This is an optimization exercise on Yosys and OpenROAD, whose aim is small area, a short achievable clock period and few clock cycles per item, not a production implementation. In this exercise RTL edits were held to simulation tests only and were not proved equivalent to the original. Power figures rest on the tool's default switching activity, not on a simulated workload.

`flow/design.v`:
```
module chunked_transition_lut_fsm (
    input  wire         clk,
    input  wire         rst,
    input  wire         start,
    input  wire [15:0]  cmd,
    input  wire [63:0]  xin,
    input  wire [63:0]  yin,
    input  wire [127:0] hin,
    output wire         busy,
    output wire         done,
    output wire         fault,
    output wire [1:0]   cause,
    output wire [127:0] hout,
    output wire [63:0]  xout,
    output wire [63:0]  yout
);
    localparam integer K  = 32;            
    localparam integer LK = 5;             
    localparam integer NB = 64 / K;        
    localparam integer LB = 6 - LK;        
    wire       c_var   = cmd[12];
    wire       c_dir   = cmd[11];
    wire       c_auto  = cmd[10];
    wire [1:0] c_wsel  = cmd[9:8];
    wire [7:0] c_order = cmd[7:0];
    wire [7:0] w_bits    = 8'd8 << c_wsel;
    wire       illegal   = (cmd[15:13] != 3'd0) || (c_var && c_auto);
    wire       order_bad = !c_auto && (c_order > w_bits);
    wire       c_fault   = illegal | order_bad;
    wire [5:0] om1    = c_order[5:0] - 6'd1;
    wire [5:0] c_top  = c_auto ? (w_bits[6:0] - 7'd1) : om1;
    wire       c_none = !c_auto && (c_order[6:0] == 7'd0);
    wire       c_upz  = c_dir ? (hin[127:64] == 64'd0)
                              : ((xin[63:32] | yin[63:32]) == 32'd0);
    wire [LB-1:0] c_b0 = c_top[5:LK] & ~(c_auto & c_upz);
    reg [127:0]   r;
    reg           act_r, done_r;
    reg [1:0]     cause_r;
    reg [3:0]     tq1;            
    reg [7:0]     tq0;            
    reg           var_r, dir_r;
    reg           su, sv;
    wire [2*K-1:0] bout;
    wire [127:0] res = {r[127:2*K], bout};
    assign busy  = act_r;
    assign done  = done_r;
    assign cause = cause_r;
    assign fault = cause_r[0] | cause_r[1];
    assign hout  = res;
    genvar g;
    generate
        for (g = 0; g < 64; g = g + 1) begin : g_o
            assign xout[g] = res[2*g+1];
            assign yout[g] = res[2*g];
        end
    endgenerate
    wire [2*K-1:0] bin = act_r ? r[4*K-1:2*K] : r[2*K-1:0];
    function [5:0] comp;    
        input [5:0] lo, hi;
        reg a00, a01, a10, a11, c00, c01, c10, c11;
        begin
            {a00, a01, a10, a11} = lo[5:2];
            {c00, c01, c10, c11} = hi[5:2];
            comp[5] = (a00 & c00) ^ (a01 & c10);
            comp[4] = (a00 & c01) ^ (a01 & c11);
            comp[3] = (a10 & c00) ^ (a11 & c10);
            comp[2] = (a10 & c01) ^ (a11 & c11);
            comp[1] = (a00 & hi[1]) ^ (a01 & hi[0]) ^ lo[1];
            comp[0] = (a10 & hi[1]) ^ (a11 & hi[0]) ^ lo[0];
        end
    endfunction
    reg  [K-1:0] la, lb;
    reg  [5:0]   lmap [0:K];      
    integer j;
    reg a, b, c, top, low;
    always @(*) begin
        lmap[0] = {4'b0000, su, sv};
        for (j = K - 1; j >= 0; j = j - 1) begin
            top = tq1[j/8] && tq0[j%8];
            low = var_r && !top;
            a = bin[2*j+1] ^ low;
            b = bin[2*j] ^ (low & dir_r);
            c = a ^ b;
            la[j] = a;
            lb[j] = b;
            if (top)
                lmap[K-j] = {4'b0000, a ^ dir_r, ~(a ^ dir_r)};
            else if (!dir_r)
                lmap[K-j] = {1'b1, c, ~c, 1'b1, c & a, ~c & ~a};
            else
                lmap[K-j] = {4'b1001, a & b, ~a & ~b};
        end
    end
    wire [5:0] e_m [0:K-1];
    genvar e2;
    generate
        for (e2 = 0; e2 < K; e2 = e2 + 1) begin : g_e
            assign e_m[e2] = lmap[e2];
        end
    endgenerate
    wire [5:0] bk1 = comp(e_m[1], e_m[0]);
    wire [5:0] bk2 = comp(e_m[3], e_m[2]);
    wire [5:0] bk3 = comp(e_m[5], e_m[4]);
    wire [5:0] bk4 = comp(e_m[7], e_m[6]);
    wire [5:0] bk5 = comp(e_m[9], e_m[8]);
    wire [5:0] bk6 = comp(e_m[11], e_m[10]);
    wire [5:0] bk7 = comp(e_m[13], e_m[12]);
    wire [5:0] bk8 = comp(e_m[15], e_m[14]);
    wire [5:0] bk9 = comp(e_m[17], e_m[16]);
    wire [5:0] bk10 = comp(e_m[19], e_m[18]);
    wire [5:0] bk11 = comp(e_m[21], e_m[20]);
    wire [5:0] bk12 = comp(e_m[23], e_m[22]);
    wire [5:0] bk13 = comp(e_m[25], e_m[24]);
    wire [5:0] bk14 = comp(e_m[27], e_m[26]);
    wire [5:0] bk15 = comp(e_m[29], e_m[28]);
    wire [5:0] bk16 = comp(e_m[31], e_m[30]);
    wire [5:0] bk17 = comp(bk2, bk1);
    wire [5:0] bk18 = comp(bk4, bk3);
    wire [5:0] bk19 = comp(bk6, bk5);
    wire [5:0] bk20 = comp(bk8, bk7);
    wire [5:0] bk21 = comp(bk10, bk9);
    wire [5:0] bk22 = comp(bk12, bk11);
    wire [5:0] bk23 = comp(bk14, bk13);
    wire [5:0] bk24 = comp(bk16, bk15);
    wire [5:0] bk25 = comp(bk18, bk17);
    wire [5:0] bk26 = comp(bk20, bk19);
    wire [5:0] bk27 = comp(bk22, bk21);
    wire [5:0] bk28 = comp(bk24, bk23);
    wire [5:0] bk29 = comp(bk26, bk25);
    wire [5:0] bk30 = comp(bk28, bk27);
    wire [5:0] bk31 = comp(bk30, bk29);
    wire [5:0] bk32 = comp(bk27, bk29);
    wire [5:0] bk33 = comp(bk19, bk25);
    wire [5:0] bk34 = comp(bk21, bk29);
    wire [5:0] bk35 = comp(bk23, bk32);
    wire [5:0] bk36 = comp(bk3, bk17);
    wire [5:0] bk37 = comp(bk5, bk25);
    wire [5:0] bk38 = comp(bk7, bk33);
    wire [5:0] bk39 = comp(bk9, bk29);
    wire [5:0] bk40 = comp(bk11, bk34);
    wire [5:0] bk41 = comp(bk13, bk32);
    wire [5:0] bk42 = comp(bk15, bk35);
    wire [5:0] bk43 = comp(e_m[2], bk1);
    wire [5:0] bk44 = comp(e_m[4], bk17);
    wire [5:0] bk45 = comp(e_m[6], bk36);
    wire [5:0] bk46 = comp(e_m[8], bk25);
    wire [5:0] bk47 = comp(e_m[10], bk37);
    wire [5:0] bk48 = comp(e_m[12], bk33);
    wire [5:0] bk49 = comp(e_m[14], bk38);
    wire [5:0] bk50 = comp(e_m[16], bk29);
    wire [5:0] bk51 = comp(e_m[18], bk39);
    wire [5:0] bk52 = comp(e_m[20], bk34);
    wire [5:0] bk53 = comp(e_m[22], bk40);
    wire [5:0] bk54 = comp(e_m[24], bk32);
    wire [5:0] bk55 = comp(e_m[26], bk41);
    wire [5:0] bk56 = comp(e_m[28], bk35);
    wire [5:0] bk57 = comp(e_m[30], bk42);
    wire [5:0] pre [0:LK][0:K-1];
    assign pre[LK][0] = e_m[0];
    assign pre[LK][1] = bk1;
    assign pre[LK][2] = bk43;
    assign pre[LK][3] = bk17;
    assign pre[LK][4] = bk44;
    assign pre[LK][5] = bk36;
    assign pre[LK][6] = bk45;
    assign pre[LK][7] = bk25;
    assign pre[LK][8] = bk46;
    assign pre[LK][9] = bk37;
    assign pre[LK][10] = bk47;
    assign pre[LK][11] = bk33;
    assign pre[LK][12] = bk48;
    assign pre[LK][13] = bk38;
    assign pre[LK][14] = bk49;
    assign pre[LK][15] = bk29;
    assign pre[LK][16] = bk50;
    assign pre[LK][17] = bk39;
    assign pre[LK][18] = bk51;
    assign pre[LK][19] = bk34;
    assign pre[LK][20] = bk52;
    assign pre[LK][21] = bk40;
    assign pre[LK][22] = bk53;
    assign pre[LK][23] = bk32;
    assign pre[LK][24] = bk54;
    assign pre[LK][25] = bk41;
    assign pre[LK][26] = bk55;
    assign pre[LK][27] = bk35;
    assign pre[LK][28] = bk56;
    assign pre[LK][29] = bk42;
    assign pre[LK][30] = bk57;
    assign pre[LK][31] = bk31;
    reg  [2*K-1:0] bo;
    assign bout = bo;
    reg            nu, nv;
    reg u, v, sw, oa, oc;
    integer k;
    always @(*) begin
        for (k = K - 1; k >= 0; k = k - 1) begin
            u  = pre[LK][K-1-k][1];
            v  = pre[LK][K-1-k][0];
            oa = la[k];
            oc = la[k] ^ lb[k];
            sw = u ^ v;
            if (!dir_r)
                bo[2*k +: 2] = {oa ^ (oc ? v : u), oc};
            else
                bo[2*k +: 2] = {(sw ? oc : oa) ^ u, (sw ? oa : oc) ^ u};
        end
    end
    wire [5:0] lastm = lmap[K];
    wire [1:0] s_in0 = pre[LK][K-1][1:0];
    always @(*) begin
        nu = (lastm[5] & s_in0[1]) ^ (lastm[4] & s_in0[0]) ^ lastm[1];
        nv = (lastm[3] & s_in0[1]) ^ (lastm[2] & s_in0[0]) ^ lastm[0];
    end
    wire [7:0] th_lt, th_eq, tl_le;
    generate
        for (g = 0; g < 8; g = g + 1) begin : g_th
            assign th_lt[g] = !c_none && (g < c_top[5:3]);
            assign th_eq[g] = !c_none && (g == c_top[5:3]);
            assign tl_le[g] = (g <= c_top[2:0]);
        end
    endgenerate
    wire [63:0] keep;
    generate
        for (g = 0; g < 64; g = g + 1) begin : g_keep
            assign keep[g] = th_lt[g/8] | (th_eq[g/8] & tl_le[g%8]);
        end
    endgenerate
    wire launch = start && !act_r;
    wire [NB-1:0] padb = {c_b0[0] & !c_none, !c_none};
    integer i;
    always @(posedge clk) begin
        if (rst) begin
            act_r   <= 1'b0;
            done_r  <= 1'b0;
            cause_r <= 2'd0;
        end else if (launch) begin
            cause_r <= illegal ? 2'd1 : order_bad ? 2'd2 : 2'd0;
            act_r   <= !c_fault && !c_none && c_b0[0];
            done_r  <= c_fault || c_none || !c_b0[0];
        end else if (act_r) begin
            act_r   <= 1'b0;
            done_r  <= 1'b1;
        end
        if (launch) begin
            for (i = 0; i < 64; i = i + 1) begin
                r[2*i+1] <= keep[i] ? (c_dir ? hin[2*i+1] : xin[i]) : padb[i/K] & c_var;
                r[2*i]   <= keep[i] ? (c_dir ? hin[2*i]   : yin[i]) : padb[i/K] & c_var & c_dir;
            end
            for (i = 0; i < 4; i = i + 1)
                tq1[i] <= c_var && !c_none && (c_top[4:3] == i);
            for (i = 0; i < 8; i = i + 1)
                tq0[i] <= (c_top[2:0] == i);
            var_r <= c_var && !c_none;
            dir_r <= c_dir;
            su    <= 1'b0;
            sv    <= c_order[0];
        end else if (act_r) begin
            r[4*K-1:2*K] <= bout;
            tq1   <= 4'd0;
            su    <= nu;
            sv    <= nv;
        end
    end
endmodule
```
`flow/flow/run.sh`:
```
#!/bin/bash
# Standard layout, with the port buffers made from the smallest buffer cell.
set -euo pipefail
export BUFFER_PORTS_ARGS="-buffer_cell sky130_fd_sc_hd__buf_1"
bash standard.sh > standard_flow.log 2>&1
```
`flow/standard.sh`:
```
#!/bin/bash
# synth_recipe.tcl (not shown) runs the flow's synth.tcl, then flattens the netlist and writes it again
# the make line also repeats each setting of config.mk as NAME=value (left out here)
make -C /OpenROAD-flow-scripts/flow DESIGN_CONFIG=/design/flow/config.mk WORK_HOME=/design/flow/orfs CLKGATE_MAP_FILE= SYNTH_SCRIPT=/design/flow/synth_recipe.tcl "${@:-finish}"
```
`flow/config.mk`:
```
export PLATFORM = sky130hd
export DESIGN_NAME = chunked_transition_lut_fsm
export DESIGN_NICKNAME = chunked_transition_lut_fsm
export VERILOG_FILES = /design/flow/design.v
export SDC_FILE = /design/flow/constraint.sdc
export NUM_CORES = 4
export LEC_CHECK = 0
export ABC_AREA = 1
export CAP_MARGIN = 20
export CORE_MARGIN = 2
export CORE_UTILIZATION = 45
export SETUP_SLACK_MARGIN = 2
export SLEW_MARGIN = 20
```
`flow/constraint.sdc`:
```
create_clock -name core_clock -period 10.0 [get_ports {clk}]
set_input_delay 2.0000 -clock core_clock [delete_from_list [all_inputs] [get_ports {clk}]]
set_output_delay 2.0000 -clock core_clock [all_outputs]
set_load 0.01 [all_outputs]
```
==> run notes <==
- Reg2Reg Depth: 35
- Worst skew pair latency: 0.45 ns
- Setup Total Neg Slack: 0 ns
- Reg-to-reg endpoint: r[86]
- Ys async rst share: 0
- I/O Buffers: 535
- First-pass GRT wire length: 133000 um
- F_max: 129 MHz
- Cts hold-fix bufs: 0
- Max cap viols: 0
- Die Ht: 225 um
- CP Capture Type: output pin
- Grt total ovfl: 0
- Slew Viols, Final: 0
- Post-Layout Cell Count: 4729
- CTS buffer count: 17
- RSZ-0062 raised after global routing: yes
- Hold Fails Final Rpt: 0
- IO Pins: 536
- Hold WC Path Type: flip-flop to flip-flop
- Fraction of layout cells with a size suffix above 1: 0.164
- Cell taking the most area after synthesis: nand2_1
- Routed wire per std cell: 20.1 um
- Initial Util: 0.453
- Worst Tran Pin Value: 1.21 ns
- Syn Std Cell Area: 22100 um2
- Post-Syn Instances: 3692
- Placed insts: 4563
- Worst r2r src: act_r
- Simple-gate share of the synthesized area: 0.390
- # DRC: 0
- Initial DRC count: 3025
- Initial antenna violation count: 14
- Mux contribution to synthesized area: 0.000908
- Final WL: 94800 um
- Hold Path Cell Cnt: 2
- Post-synthesis xor/xnor area fraction: 0.105
- CP startpoint kind: flip-flop
- Maximum fanout along the worst path: 18
- Tot GR Track Use: 0.346
- Final instance area: 26700 um2
- Antenna-violating nets left: 0
- Status: complete, no violations
- LEAKAGE: 12.2 nW
- Drt pass-1 iters: 8
- Synth Register Bits: 148
- VDD IR max: 0.000141 V
- Final net count: 4366
- WP buf/inv: 3
- Post-DP Area: 23000 um2
- Clk sink count: 148
- Most used cell, CP: nand2_1
- Period utilisation layout: 0.776
- Sink of the worst hold path: cause_r[1]
- Worst EP arrival: 5.76 ns
- End-of-flow core utilization: 0.548
- CP required: 8.00 ns
- Power Dens Cells: 278 nW/um2
- Fin crit period: 7.76 ns
- Final setup vio count: 0
- Compound-Gate Fraction of Synth Area: 0.149
- Die Area: 50800 um2
- Dominant cells by area after synthesis: nand2_1 (22%), edfxtp_1 (19%), buf_4 (7.0%)
- CP max stage delay: 0.49 ns
- Largest net degree at the start of global routing: 88
- Mean area per synthesized cell: 5.97 um2
- Synthesis-to-layout area growth: 21.0%
- Vias per inst: 5.52
- CTS root buf: clkbuf_16
- EDFF count, synth: 143
- Vias in the first global route: 22000
- Vias: 26100
- Largest family of logic cells by synthesized area: simple AND/OR/NAND/NOR gates
- Warnings from Yosys: 2
- Critical Path Start: act_r
- Max_slew headroom: 0.188
- Hold_sp: cause_r[1]
- Rows: 81
- Detailed placer's ending HPWL: 72300 um
- Core area: 48600 um2
- Final GP Congestion: 1.02
- Most frequent cells in the layout: nand2_1 (1128), buf_1 (524), nor2_1 (372), inv_1 (264), o21ai_0 (231)
- Syn nets: 3975
- Post-synthesis sequential area ratio: 0.199
- CTS Buffer Depth: 2
- Most common cell after layout, fill and taps aside: nand2_1
- Adder-cell share of the synthesized area: 0.00454
- Reg clk slew, reported paths: 0.07 ns
- R2r setup slk: 4.24 ns
- Count of unique library cells instantiated by Yosys: 61
- CP max stage cell: dfxtp_4
- Commonest register cell after synthesis: edfxtp_1
- Clock skew: 0.0109 ns
- H-tree depth: 4
- Synth top area share: 0.216
- Delay-heaviest family, CP: simple AND/OR/NAND/NOR gates
- Die width: 225 um
- Total power draw: 7.43 mW
- CP Class: flip-flop to output pin
- CTS tree: built
==> cell families after synthesis <==
logic type,count (synthesis)
buffers and inverters,655
and+or+nand+nor,2068
xor gates and xnor gates,245
AOI/OAI and AO/OA,566
DFF,148
muxes,2
adders and majority gates,8
==> registers in the layout (all words and copies together) (netlist names) <==
name and count:
r 128, tq0 8, tq1 4, cause_r 2, act_r 1, dir_r 1, done_r 1, su 1
sv 1, var_r 1
==> cells in the mapped netlist, types with 4 or more instances <==
cell type,instances
a21oi_1,85
a22oi_1,4
a31oi_1,77
buf_1,8
buf_2,16
buf_4,206
buf_6,11
clkbuf_1,70
clkinv_1,12
dfxtp_1,5
edfxtp_1,143
ha_1,8
inv_1,273
inv_2,59
nand2_1,1269
nand2_2,47
nand3_1,187
nand3_2,4
nand3b_1,7
nand4_1,43
nor2_1,406
nor2_2,25
nor2_4,6
nor3_1,18
nor3_2,4
nor4_1,34
o211ai_1,78
o21ai_0,239
o21ai_1,39
o21bai_1,5
o221ai_1,4
o31ai_1,12
or2_1,5
or2_2,6
xnor2_1,77
xnor2_2,4
xor2_1,144
xor2_2,20
==> how the worst max path moves through the flow <==
| stage | cells after the start | slack [ns] | to |
|---|---|---|---|
| CTS | 34 | 2.00 | xout[5] |
| detailed placement | 47 | 1.78 | yout[1] |
| global route | 42 | 1.84 | hout[3] |
| finish | 32 | 2.24 | yout[5] |
| global placement | 34 | 1.82 | hout[22] |
| floorplan | 34 | 3.41 | yout[3] |
==> per-stage QoR <==
stage	hold WS, ns	setup slack [ns]
floorplan	0.490	3.41
global placement	0.491	1.82
detailed placement	0.495	1.78
CTS	0.504	2.00
global route	0.526	1.84
finish	0.504	2.24
==> worst reg2reg max path: cells and delay by family (launching register included) <==
family | cells | cell delay [ns]
buffers and inverters | 7 | 0.89
XOR/XNOR | 5 | 1.02
flip-flops | 1 | 0.49
AO/OA/AOI/OAI | 4 | 0.74
AND/OR/NAND/NOR | 19 | 2.34
==> per-layer routing <==
metal	routed length, um	up-vias	GRT usage
met1	41500	12100	0.511
met5	12	-	0
li1	-	12600	-
met4	2980	2	0.108
met2	41700	1277	0.518
met3	8710	142	0.0486
==> power by group <==
part           internal, mW  switching (mW)
sequential            0.857           0.132
clock                 0.418           0.279
combinational          1.94            3.80
total                  3.21            4.22
==> what timing repair did <==
item                                    CTS  global route
gates cloned                              1            10
buffers inserted                         22            90
endpoints found under the setup margin   64            70
pin swaps                                 3           116
resized for setup                        31           415
==> area by class of cell <==
cell class	count	area [um2]
diodes	11	27.5
repair buffers	679	3480
flip-flops and latches	148	4400
clock buffers	20	437
fillers	5060	22000
multi-input cells	2889	16000
well taps	622	778
repair inverters	4	40.0
clock inverters	12	179
inverters	344	1340
Testbench counts, summed over its fixed seeds: cycles 9,256, items 8,000.

==> what the ideal ports hide <==
In the flow no input, the clock included, has a driving cell. The finished layout below was timed again as built, in two steps. Step 1 sets driving cells, clkbuf_16 on the clock port and buf_2 on the other inputs (assumed; they add their load-dependent delay and slew). Step 2 moves the port delays by t, midway between the first and last clock arrival at a register: inputs arrive t later, outputs are due t later. That takes back most of the time a late clock gives input paths. a / b / c = ideal / step 1 / step 2; a / b = the first two.
t, ns: 0.506
slack for setup (ns): 2.239 / 2.182 / 2.688
worst slew at a driven data input, ns: 0.15
After both steps this run still meets setup and hold. The setup slack of this run moves by -0.057 ns with the drivers and by +0.449 ns with both steps.
